This design comes from an exercise in tuning for small area on the open sky130 flow, not from production work.
In this exercise RTL edits were held to simulation tests only and were not proved equivalent to the original.
Power is estimated from default activity; no workload was simulated.

## rev 12
==> flow/design.v <==
module tf_crc32_byte (
    input  wire [31:0] crc_in,
    input  wire [7:0]  data,
    output reg  [31:0] crc_out
);
    integer i;
    always @(*) begin
        crc_out = crc_in ^ {24'd0, data};
        for (i = 0; i < 8; i = i + 1) begin
            if (crc_out[0])
                crc_out = (crc_out >> 1) ^ 32'hEDB88320;
            else
                crc_out = crc_out >> 1;
        end
    end
endmodule
module tf_rx (
    input  wire         clk,
    input  wire         rst,         
    input  wire         clear,       
    input  wire         in_valid,    
    input  wire [7:0]   in_data,
    input  wire         tick,        
    output reg          frame_valid,
    output wire [15:0]  frame_id,
    output wire [15:0]  frame_len,
    output wire [7:0]   frame_type,
    output wire [255:0] frame_payload
);
    localparam [3:0] S_SOF  = 4'd0,
                     S_PAY  = 4'd1,
                     S_ID0  = 4'd3,
                     S_ID1  = 4'd4,
                     S_LEN0 = 4'd5,
                     S_LEN1 = 4'd6,
                     S_TYPE = 4'd7,
                     S_HCK0 = 4'd8,     
                     S_HCK3 = 4'd11,
                     S_PCK0 = 4'd12,    
                     S_PCK3 = 4'd15;
    localparam [31:0] CRC_SOF = 32'h5AFA20E4;
    reg [3:0]  st;
    reg [31:0] crc;
    reg        ok;
    reg [4:0]  cur;
    reg [4:0]  idle;
    reg        len_hi;       
    reg [15:0] rx_id;
    reg [5:0]  rx_len;
    reg [7:0]  rx_type;
    reg [7:0]  rx_buf [0:31];
    wire [31:0] crc_next;
    tf_crc32_byte u_crc (.crc_in(crc), .data(in_data), .crc_out(crc_next));
    wire byte_in = in_valid & ~(rst | clear);
    wire ck_st   = st[3];
    reg  [7:0] ck_byte;
    always @(*) begin
        case (st[1:0])
            2'd0: ck_byte = crc[31:24];
            2'd1: ck_byte = crc[23:16];
            2'd2: ck_byte = crc[15:8];
            default: ck_byte = crc[7:0];
        endcase
    end
    wire match = (in_data == ~ck_byte);
    wire [5:0] cur_inc = {1'b0, cur} + 6'd1;
    wire pay_last = (cur_inc == rx_len);
    wire len_bad = len_hi | (in_data > 8'd32);
    always @(posedge clk) begin
        frame_valid <= 1'b0;
        if (rst || clear) begin
            st   <= S_SOF;
            idle <= 5'd0;
        end else if (in_valid) begin
            idle <= 5'd0;
            case (st)
                S_SOF: if (in_data == 8'h01) st <= S_ID0;
                S_ID0, S_ID1, S_LEN0, S_TYPE, S_HCK0, 4'd9, 4'd10,
                S_PCK0, 4'd13, 4'd14:
                    st <= st + 4'd1;
                S_LEN1: st <= len_bad ? S_SOF : S_TYPE;
                S_HCK3: begin
                    if (!(ok && match))
                        st <= S_SOF;
                    else if (rx_len == 6'd0)
                        st <= S_PCK0;
                    else
                        st <= S_PAY;
                end
                S_PAY: if (pay_last) st <= S_PCK0;
                S_PCK3: begin
                    frame_valid <= ok & match;
                    st <= S_SOF;
                end
                default: st <= S_SOF;
            endcase
        end else if (tick && st != S_SOF) begin
            if (idle == 5'd19) begin
                st   <= S_SOF;
                idle <= 5'd0;
            end else begin
                idle <= idle + 5'd1;
            end
        end
    end
    always @(posedge clk) begin
        if (st == S_SOF)
            crc <= CRC_SOF;
        else if (in_valid) begin
            if (st == S_HCK3)
                crc <= 32'hFFFFFFFF;
            else if (!ck_st)
                crc <= crc_next;
        end
        if (in_valid && ck_st)
            ok <= (st[1:0] == 2'd0) ? match : (ok & match);
        if (byte_in && st == S_ID0) rx_id[15:8] <= in_data;
        if (byte_in && st == S_ID1) rx_id[7:0]  <= in_data;
        if (byte_in && st == S_LEN0) len_hi <= (in_data != 8'd0);
        if (byte_in && st == S_LEN1) rx_len <= in_data[5:0];
        if (byte_in && st == S_TYPE) rx_type <= in_data;
        if (byte_in && st == S_HCK3) cur <= 5'd0;
        else if (byte_in && st == S_PAY) cur <= cur_inc[4:0];
    end
    wire at_pay = (st == S_PAY);
    genvar e;
    generate
        for (e = 0; e < 32; e = e + 1) begin : g_buf
            wire sel  = at_pay & (cur == e);
            wire keep = ~(sel & in_valid);
            always @(posedge clk)
                rx_buf[e] <= (in_data & {8{sel}}) | (rx_buf[e] & {8{keep}});
        end
    endgenerate
    assign frame_id   = rx_id;
    assign frame_len  = {{10{len_hi}}, rx_len};
    assign frame_type = rx_type;
    genvar g;
    generate
        for (g = 0; g < 32; g = g + 1) begin : g_payload
            assign frame_payload[8*g +: 8] = rx_buf[g];
        end
    endgenerate
endmodule
module tf_tx (
    input  wire         clk,
    input  wire         rst,           
    input  wire         role,          
    input  wire         send,
    input  wire         is_response,
    input  wire [15:0]  id_in,
    input  wire [15:0]  len_in,
    input  wire [7:0]   type_in,
    input  wire [255:0] payload_in,
    output wire         ready,
    output reg          ack,
    output reg          status,        
    output reg  [15:0]  frame_id_out,
    output reg          out_valid,
    output wire [7:0]   out_data
);
    localparam [1:0] P_HEAD = 2'd0,    
                     P_HCK  = 2'd1,    
                     P_PAY  = 2'd2,    
                     P_PCK  = 2'd3;    
    reg         peer;
    reg  [14:0] next_id;
    reg  [5:0]  tx_len;        
    reg  [7:0]  tx_type;
    reg  [255:0] ring;
    reg  [1:0]  phase;
    reg  [2:0]  idx;
    reg  [31:0] crc;
    reg         idle_r;        
    wire [15:0] new_id = is_response ? id_in : {peer, next_id};
    wire accept = send & ~out_valid & ~rst;
    wire too_large = (len_in > 16'd32);
    assign ready = idle_r;
    reg [7:0] cur_byte;
    always @(*) begin
        case (phase)
            P_HEAD: begin
                case (idx)
                    3'd0: cur_byte = 8'h01;
                    3'd1: cur_byte = frame_id_out[15:8];
                    3'd2: cur_byte = frame_id_out[7:0];
                    3'd3: cur_byte = 8'h00;
                    3'd4: cur_byte = {2'b00, tx_len};
                    default: cur_byte = tx_type;
                endcase
            end
            P_PAY: cur_byte = ring[22*8 +: 8];
            default: cur_byte = ~crc[31:24];
        endcase
    end
    assign out_data = cur_byte;
    wire [31:0] crc_next;
    tf_crc32_byte u_crc (.crc_in(crc), .data(cur_byte), .crc_out(crc_next));
    always @(posedge clk) begin
        ack <= accept;
        if (rst) begin
            peer      <= role;
            next_id   <= 15'd0;
            out_valid <= 1'b0;
            idle_r    <= 1'b1;
        end else if (out_valid) begin
            if (phase == P_PCK && idx[1:0] == 2'd3) begin
                out_valid <= 1'b0;
                idle_r    <= 1'b1;
            end
        end else if (send) begin
            if (!is_response)
                next_id <= next_id + 15'd1;
            out_valid <= ~too_large;
            idle_r    <= too_large;
        end
    end
    always @(posedge clk) begin
        frame_id_out <= (new_id & {16{idle_r}}) | (frame_id_out & {16{out_valid}});
        status       <= (too_large & idle_r) | (status & out_valid);
        tx_type      <= (type_in & {8{idle_r}}) | (tx_type & {8{out_valid}});
        if (idle_r)
            tx_len <= len_in[5:0];
        ring <= ({ring[7:0], ring[255:8]} & {256{out_valid}})
              | (payload_in & {256{idle_r}});
        if (!out_valid) begin
            phase <= P_HEAD;
            idx   <= 3'd0;
            crc   <= 32'hFFFFFFFF;
        end else begin
            idx <= idx + 3'd1;
            case (phase)
                P_HEAD: begin
                    crc <= crc_next;
                    if (idx == 3'd5) begin
                        idx   <= 3'd0;
                        phase <= P_HCK;
                    end
                end
                P_HCK: begin
                    crc <= {crc[23:0], 8'hFF};
                    if (idx[1:0] == 2'd3) begin
                        phase <= (tx_len == 6'd0) ? P_PCK : P_PAY;
                        idx   <= 3'd0;
                    end
                end
                P_PAY: begin
                    crc    <= crc_next;
                    tx_len <= tx_len - 6'd1;
                    idx    <= 3'd0;
                    if (tx_len == 6'd1)
                        phase <= P_PCK;
                end
                default: crc <= {crc[23:0], 8'hFF};
            endcase
        end
    end
endmodule
module tf_framer (
    input  wire         clk,
    input  wire         rst,             
    input  wire         role,            
    input  wire         clear,           
    input  wire         in_valid,        
    input  wire [7:0]   in_data,
    input  wire         tick,            
    output wire         frame_valid,
    output wire [15:0]  frame_id,
    output wire [15:0]  frame_len,
    output wire [7:0]   frame_type,
    output wire [255:0] frame_payload,
    input  wire         tx_send,         
    input  wire         tx_is_response,
    input  wire [15:0]  tx_id,
    input  wire [15:0]  tx_len,
    input  wire [7:0]   tx_type,
    input  wire [255:0] tx_payload,
    output wire         tx_ready,
    output wire         tx_ack,
    output wire         tx_status,
    output wire [15:0]  tx_frame_id,
    output wire         tx_valid,
    output wire [7:0]   tx_data
);
    tf_rx u_rx (
        .clk(clk), .rst(rst), .clear(clear), .in_valid(in_valid),
        .in_data(in_data), .tick(tick), .frame_valid(frame_valid),
        .frame_id(frame_id), .frame_len(frame_len), .frame_type(frame_type),
        .frame_payload(frame_payload)
    );
    tf_tx u_tx (
        .clk(clk), .rst(rst), .role(role), .send(tx_send),
        .is_response(tx_is_response), .id_in(tx_id), .len_in(tx_len),
        .type_in(tx_type), .payload_in(tx_payload), .ready(tx_ready),
        .ack(tx_ack), .status(tx_status), .frame_id_out(tx_frame_id),
        .out_valid(tx_valid), .out_data(tx_data)
    );
endmodule
Settings: LEC_CHECK=0, CAP_MARGIN=20, CORE_MARGIN=2, CORE_UTILIZATION=60, PLACE_DENSITY=0.75, SLEW_MARGIN=20; clock period 10.0 ns.
standard.sh (not shown) runs the stock make flow with config.mk's settings and CLKGATE_MAP_FILE= SYNTH_SCRIPT=/design/flow/synth_recipe.tcl, a recipe that flattens the netlist after the stock synthesis.
==> flow/flow/run.sh <==
#!/bin/bash
# Standard ORFS layout with three changes:
#  - synthesis maps the logic with Yosys's default (area-oriented) ABC script
#    instead of ORFS's delay-driven one (flow/synth_area.tcl; registers are
#    mapped exactly as in the standard synthesis, before ABC runs);
#  - the port buffers are the smallest buffer cell;
#  - the clock tree uses small buffers without dummy loads.
set -euo pipefail
bash standard.sh \
  SYNTH_SCRIPT="$PWD/flow/synth_area.tcl" \
  BUFFER_PORTS_ARGS="-buffer_cell sky130_fd_sc_hd__buf_1" \
  CTS_ARGS="-sink_clustering_enable -repair_clock_nets -dont_use_dummy_load -buf_list sky130_fd_sc_hd__clkbuf_4 -sink_clustering_size 10 -sink_clustering_max_diameter 40" \
  finish > flow_orfs.log 2>&1
==> flow/flow/abc_area.script <==
strash
&get -n
&fraig -x
&put
scorr
dc2
dretime
strash
&get -n
&dch -f
&nf -R 1000
&put
==> flow/flow/synth_area.tcl <==
proc synth {args} { yosys synth -nofsm -noshare {*}$args }
# Map the logic for area (Yosys's default ABC script, with the mapper's delay
# relaxed): keep the liberty and dont_use arguments that the ORFS script
# builds, drop its delay-driven script, target and constraints.
set ::abc_area_script [file join [file dirname [file normalize [info script]]] abc_area.script]
proc abc {args} {
  set keep {}
  for {set i 0} {$i < [llength $args]} {incr i} {
    set a [lindex $args $i]
    if {$a in {-script -D -constr}} { incr i; continue }
    lappend keep $a
  }
  lappend keep -script $::abc_area_script
  yosys abc {*}$keep
}
source $::env(SCRIPTS_DIR)/synth.tcl
# left out here: clear keep_hierarchy, flatten, clean up, hide names made inside functions, write 1_2_yosys.v
Edits applied to the flow inputs when going from rev 12 to rev 13:
-- flow/design.v --
<<< rev 12, line 67
    wire pay_last = (cur_inc == rx_len);
    wire len_bad = len_hi | (in_data > 8'd32);
    always @(posedge clk) begin
        frame_valid <= 1'b0;
>>> rev 13, line 67
    wire pay_last = (cur_inc == rx_len);
    wire len_bad = len_hi | (in_data > 8'd32);
    wire at_pay  = (st == S_PAY);
    wire at_id0  = (st == S_ID0);
    wire at_id1  = (st == S_ID1);
    wire at_len0 = (st == S_LEN0);
    wire at_len1 = (st == S_LEN1);
    wire at_type = (st == S_TYPE);
    always @(posedge clk) begin
        frame_valid <= 1'b0;
<<< rev 12, line 96
            endcase
        end else if (tick && st != S_SOF) begin
            if (idle == 5'd19) begin
                st   <= S_SOF;
                idle <= 5'd0;
            end else begin
                idle <= idle + 5'd1;
            end
        end
>>> rev 13, line 102
            endcase
        end else if (tick && st != S_SOF) begin
            if (idle == 5'd29) begin
                st   <= S_SOF;
                idle <= 5'd0;
            end else begin
                idle <= {idle[3:0], ~(idle[4] ^ idle[2])};
            end
        end
<<< rev 12, line 115
        if (in_valid && ck_st)
            ok <= (st[1:0] == 2'd0) ? match : (ok & match);
        if (byte_in && st == S_ID0) rx_id[15:8] <= in_data;
        if (byte_in && st == S_ID1) rx_id[7:0]  <= in_data;
        if (byte_in && st == S_LEN0) len_hi <= (in_data != 8'd0);
        if (byte_in && st == S_LEN1) rx_len <= in_data[5:0];
        if (byte_in && st == S_TYPE) rx_type <= in_data;
        if (byte_in && st == S_HCK3) cur <= 5'd0;
        else if (byte_in && st == S_PAY) cur <= cur_inc[4:0];
    end
    wire at_pay = (st == S_PAY);
    genvar e;
    generate
>>> rev 13, line 121
        if (in_valid && ck_st)
            ok <= (st[1:0] == 2'd0) ? match : (ok & match);
        rx_id[15:8] <= (in_data & {8{at_id0}}) | (rx_id[15:8] & {8{~(at_id0 & in_valid)}});
        rx_id[7:0]  <= (in_data & {8{at_id1}}) | (rx_id[7:0] & {8{~(at_id1 & in_valid)}});
        len_hi      <= ((in_data != 8'd0) & at_len0) | (len_hi & ~(at_len0 & in_valid));
        rx_len      <= (in_data[5:0] & {6{at_len1}}) | (rx_len & {6{~(at_len1 & in_valid)}});
        rx_type     <= (in_data & {8{at_type}}) | (rx_type & {8{~(at_type & in_valid)}});
        if (byte_in && st == S_HCK3) cur <= 5'd0;
        else if (byte_in && st == S_PAY) cur <= cur_inc[4:0];
    end
    genvar e;
    generate
--- outcome ---
- Weighted congestion reported at the end of routability-driven placement up about 2.3% in rev 13 wrt rev 12
- Rev 13 vs. rev 12: via count shows an increase of about 0.9%; total power draw level.
- Of rev 12 and rev 13, the lower count of inverters not on the clock network in the layout belongs to rev 13.
- On rev 13: setup slack is 0.074 ns lower than what rev 12 gave.
- Run comparison: rev 13 end of the critical path tx_data[0]; rev 12 end of the critical path tx_data[7]
- Cell count: rev 13 higher than rev 12
- Rev 13 against rev 12: sequential share of the synthesized area has decreased; final area has remained practically unchanged; average instance area after synthesis has decreased; final critical path time including I/O delays and setup has increased.
- Status: initial antenna violation count parity (rev 13, rev 12)

separate check: timing with driven ports:
The results above use ideal ports. As a check the final layouts listed here were re-extracted and re-timed, cells and wires unchanged. Step 1 (the two cells are an assumption about what drives the block):
set clk [get_ports {clk}]
set_driving_cell -lib_cell sky130_fd_sc_hd__clkbuf_16 $clk
set_driving_cell -lib_cell sky130_fd_sc_hd__buf_2 [delete_from_list [all_inputs] $clk]
Step 2 moves the port delays by t, midway between the first and last clock arrival at a register: inputs arrive t later, outputs are due t later. That takes back most of the time a late clock gives input paths. Three values: no drivers, after step 1, after step 2; two values: the first two.
run | t, ns | setup slack, ns | worst hold slack (ns) | worst register clock-pin slew, ns | worst slew at a driven data input, ns
rev 12 | 0.817 | 5.005 / 4.951 / 5.082 | 0.427 / 0.427 / 0.427 | 0.11 / 0.11 | 0.14
rev 13 | 0.824 | 4.931 / 4.875 / 5.126 | 0.419 / 0.419 / 0.419 | 0.11 / 0.11 | 0.10
After both steps every run listed still meets setup and hold.
